Source: an optimization exercise on an open RTL-to-GDS flow (aim: small area). Production flows keep margins and buffers that such runs may drop. Power figures rest on the tool's default switching activity, not on a simulated workload.

job 7373:
Design pgrf, start of the top module:
module pgrf (
    input  wire        clk,
    input  wire        rst,
    input  wire        req_valid,
    output wire        req_ready,
    input  wire [31:0] req_cmd,
    input  wire [63:0] req_data,
    output wire        rsp_valid,
    input  wire        rsp_ready,
    output wire [1:0]  rsp_status,
    output wire [63:0] rsp_data
);
Size in the first run: roughly 620 cells after synthesis, ~170 I/O pins, about 6800 um^2 of cells after synthesis.
export LEC_CHECK = 0
export CAP_MARGIN = 20
export CORE_MARGIN = 2
export CORE_UTILIZATION = 40
export CTS_BUF_LIST = sky130_fd_sc_hd__clkbuf_4
export PLACE_DENSITY = 0.6
export SLEW_MARGIN = 20
create_clock -name core_clock -period 12.0 [get_ports {clk}]
standard.sh (not shown) runs the stock make flow with config.mk's settings and CLKGATE_MAP_FILE= SYNTH_SCRIPT=/design/flow/synth_recipe.tcl, a recipe that flattens the netlist after the stock synthesis.
==> flow/flow/run.sh <==
#!/bin/bash
set -euo pipefail
cd "$(dirname "$0")/.."
export BUFFER_PORTS_ARGS="-buffer_cell sky130_fd_sc_hd__buf_1"
export CTS_ARGS="-sink_clustering_enable -repair_clock_nets -dont_use_dummy_load -buf_list sky130_fd_sc_hd__clkbuf_2 sky130_fd_sc_hd__clkbuf_4 -sink_clustering_size 25 -sink_clustering_max_diameter 80"
bash standard.sh > make_finish.log 2>&1
Run status, job 7373: aborted in 4_1_cts, error STA-0564
Input changes introduced in job 9087 (baseline for comparison: job 7373):
==> flow/run.sh (new file) <==
#!/bin/bash
# synth_recipe.tcl (not shown) runs the flow's synth.tcl, then flattens the netlist and writes it again
# the make line also repeats each setting of config.mk as NAME=value (left out here)
make -C /OpenROAD-flow-scripts/flow DESIGN_CONFIG=/design/flow/config.mk WORK_HOME=/design/flow/orfs CLKGATE_MAP_FILE= SYNTH_SCRIPT=/design/flow/synth_recipe.tcl finish
removed: flow/flow/run.sh
removed: flow/standard.sh
### Flow results
Job 9087 and job 7373 ended up with nearly the same vertical die dimension.
Proportion of register bits with asynchronous set or reset after synthesis: job 9087 vs job 7373 identical
Re number of cells produced by synthesis: no difference whatsoever between job 7373 and job 9087.
Going from job 7373 to job 9087, die width was more or less identical, HPWL after detailed placement went up by 1.1 mm.
From job 7373 to job 9087 the numbers moved as follows: weighted congestion at the end of routability-driven global placement decreased by 0.041 relative to the old numbers; synthesized-area fraction occupied by ao, oa, aoi and oai cells was more or less identical; standard cell area after detailed placement shows an increase of 1000 um^2; number of enable flip-flop cells after synthesis held steady.
Synthesized area: job 9087 vs job 7373 identical
Job 9087 went all the way through the flow, and no timing, DRC or antenna check failed.
Relative to job 9087, the following input files were edited for job 3751:
Settings: a deleted CTS_BUF_LIST that had been sky130_fd_sc_hd__clkbuf_4; a change of PLACE_DENSITY from 0.6 to 0.75; a change of CORE_UTILIZATION from 40 to 65.
==> flow/flow/run.sh (new file) <==
#!/bin/bash
set -euo pipefail
cd "$(dirname "$0")/.."
export BUFFER_PORTS_ARGS="-buffer_cell sky130_fd_sc_hd__buf_1"
export CTS_ARGS="-sink_clustering_enable -repair_clock_nets -dont_use_dummy_load -buf_list sky130_fd_sc_hd__clkbuf_4 -sink_clustering_size 10 -sink_clustering_max_diameter 40"
bash standard.sh > make_finish.log 2>&1
==> flow/standard.sh (new file) <==
#!/bin/bash
# synth_recipe.tcl (not shown) runs the flow's synth.tcl, then flattens the netlist and writes it again
# the make line also repeats each setting of config.mk as NAME=value (left out here)
make -C /OpenROAD-flow-scripts/flow DESIGN_CONFIG=/design/flow/config.mk WORK_HOME=/design/flow/orfs CLKGATE_MAP_FILE= SYNTH_SCRIPT=/design/flow/synth_recipe.tcl "${@:-finish}"
removed: flow/run.sh
--- outcome ---
- [compare] base=job 9087 new=job 3751: global-route usage increased 6.0 points; standard cell area after detailed placement decreased 1100 um^2; part of the total power dissipated in combinational logic decreased 1.4 points; share of the final layout cell area in multi-input gates increased 4.8 points.
- Job 9087 → job 3751: count of placed standard cells including taps now smaller; cell depth of the worst hold path comparable; delay of the slowest critical-path stage now smaller.
- Compared with job 9087, in job 3751 global-route track usage on met3 now smaller; net switching power now smaller; routed wire length now smaller; buffer count excluding the clock tree in the final layout comparable.
Setup changes, job 3751 to job 1128
Settings: changing PLACE_DENSITY from 0.75 to 0.6; setting CTS_BUF_LIST to sky130_fd_sc_hd__clkbuf_4 for the first time; changing CORE_UTILIZATION from 65 to 40.
==> flow/flow/run.sh <==
#!/bin/bash
set -euo pipefail
cd "$(dirname "$0")/.."
export BUFFER_PORTS_ARGS="-buffer_cell sky130_fd_sc_hd__buf_1"
export CTS_ARGS="-sink_clustering_enable -repair_clock_nets -dont_use_dummy_load -buf_list sky130_fd_sc_hd__clkbuf_4"
bash standard.sh > make_finish.log 2>&1
==> comparison <==
Summary of job 1128 over job 3751: worst ir drop on vdd dropped about 14%, total standard cell area after synthesis held steady, total power of the final layout grew by 140 uW, number of diodes went up, fraction of area in registers shows a reduction of 2.3 points. In job 1128 relative to job 3751, die area had gone up by more than half. Detailed placement HPWL grows by a few percent when moving from job 3751 to job 1128. On job 1128: clock buffer and inverter area fraction after layout is 2.4 points higher than what job 3751 gave.
No functional check of the RTL was part of any run of this note.

separate check: timing with driven ports:
In the flow no input, the clock included, has a driving cell. The finished layouts below were timed again as built, in two steps.
Step 1: set_driving_cell puts a clkbuf_16 on clk and a buf_2 on each other input, an assumption about the parent block.
Step 2 moves the port delays by t, midway between the first and last clock arrival at a register: inputs arrive t later, outputs are due t later. That takes back most of the time a late clock gives input paths.
Slacks: ideal / step 1 / step 2; pairs: ideal / step 1.
run	t (ns)	slack for setup (ns)	worst setup path at the end
job 9087	0.658	5.764 / 5.742 / 5.742	input to output
job 3751	0.601	6.504 / 6.481 / 6.481	input to output
job 1128	0.617	6.539 / 6.504 / 6.504	input to output
After both steps every run listed still meets setup and hold. The setup slack of job 1128, which loses most, moves by -0.035 ns with the drivers and by -0.035 ns with both steps.
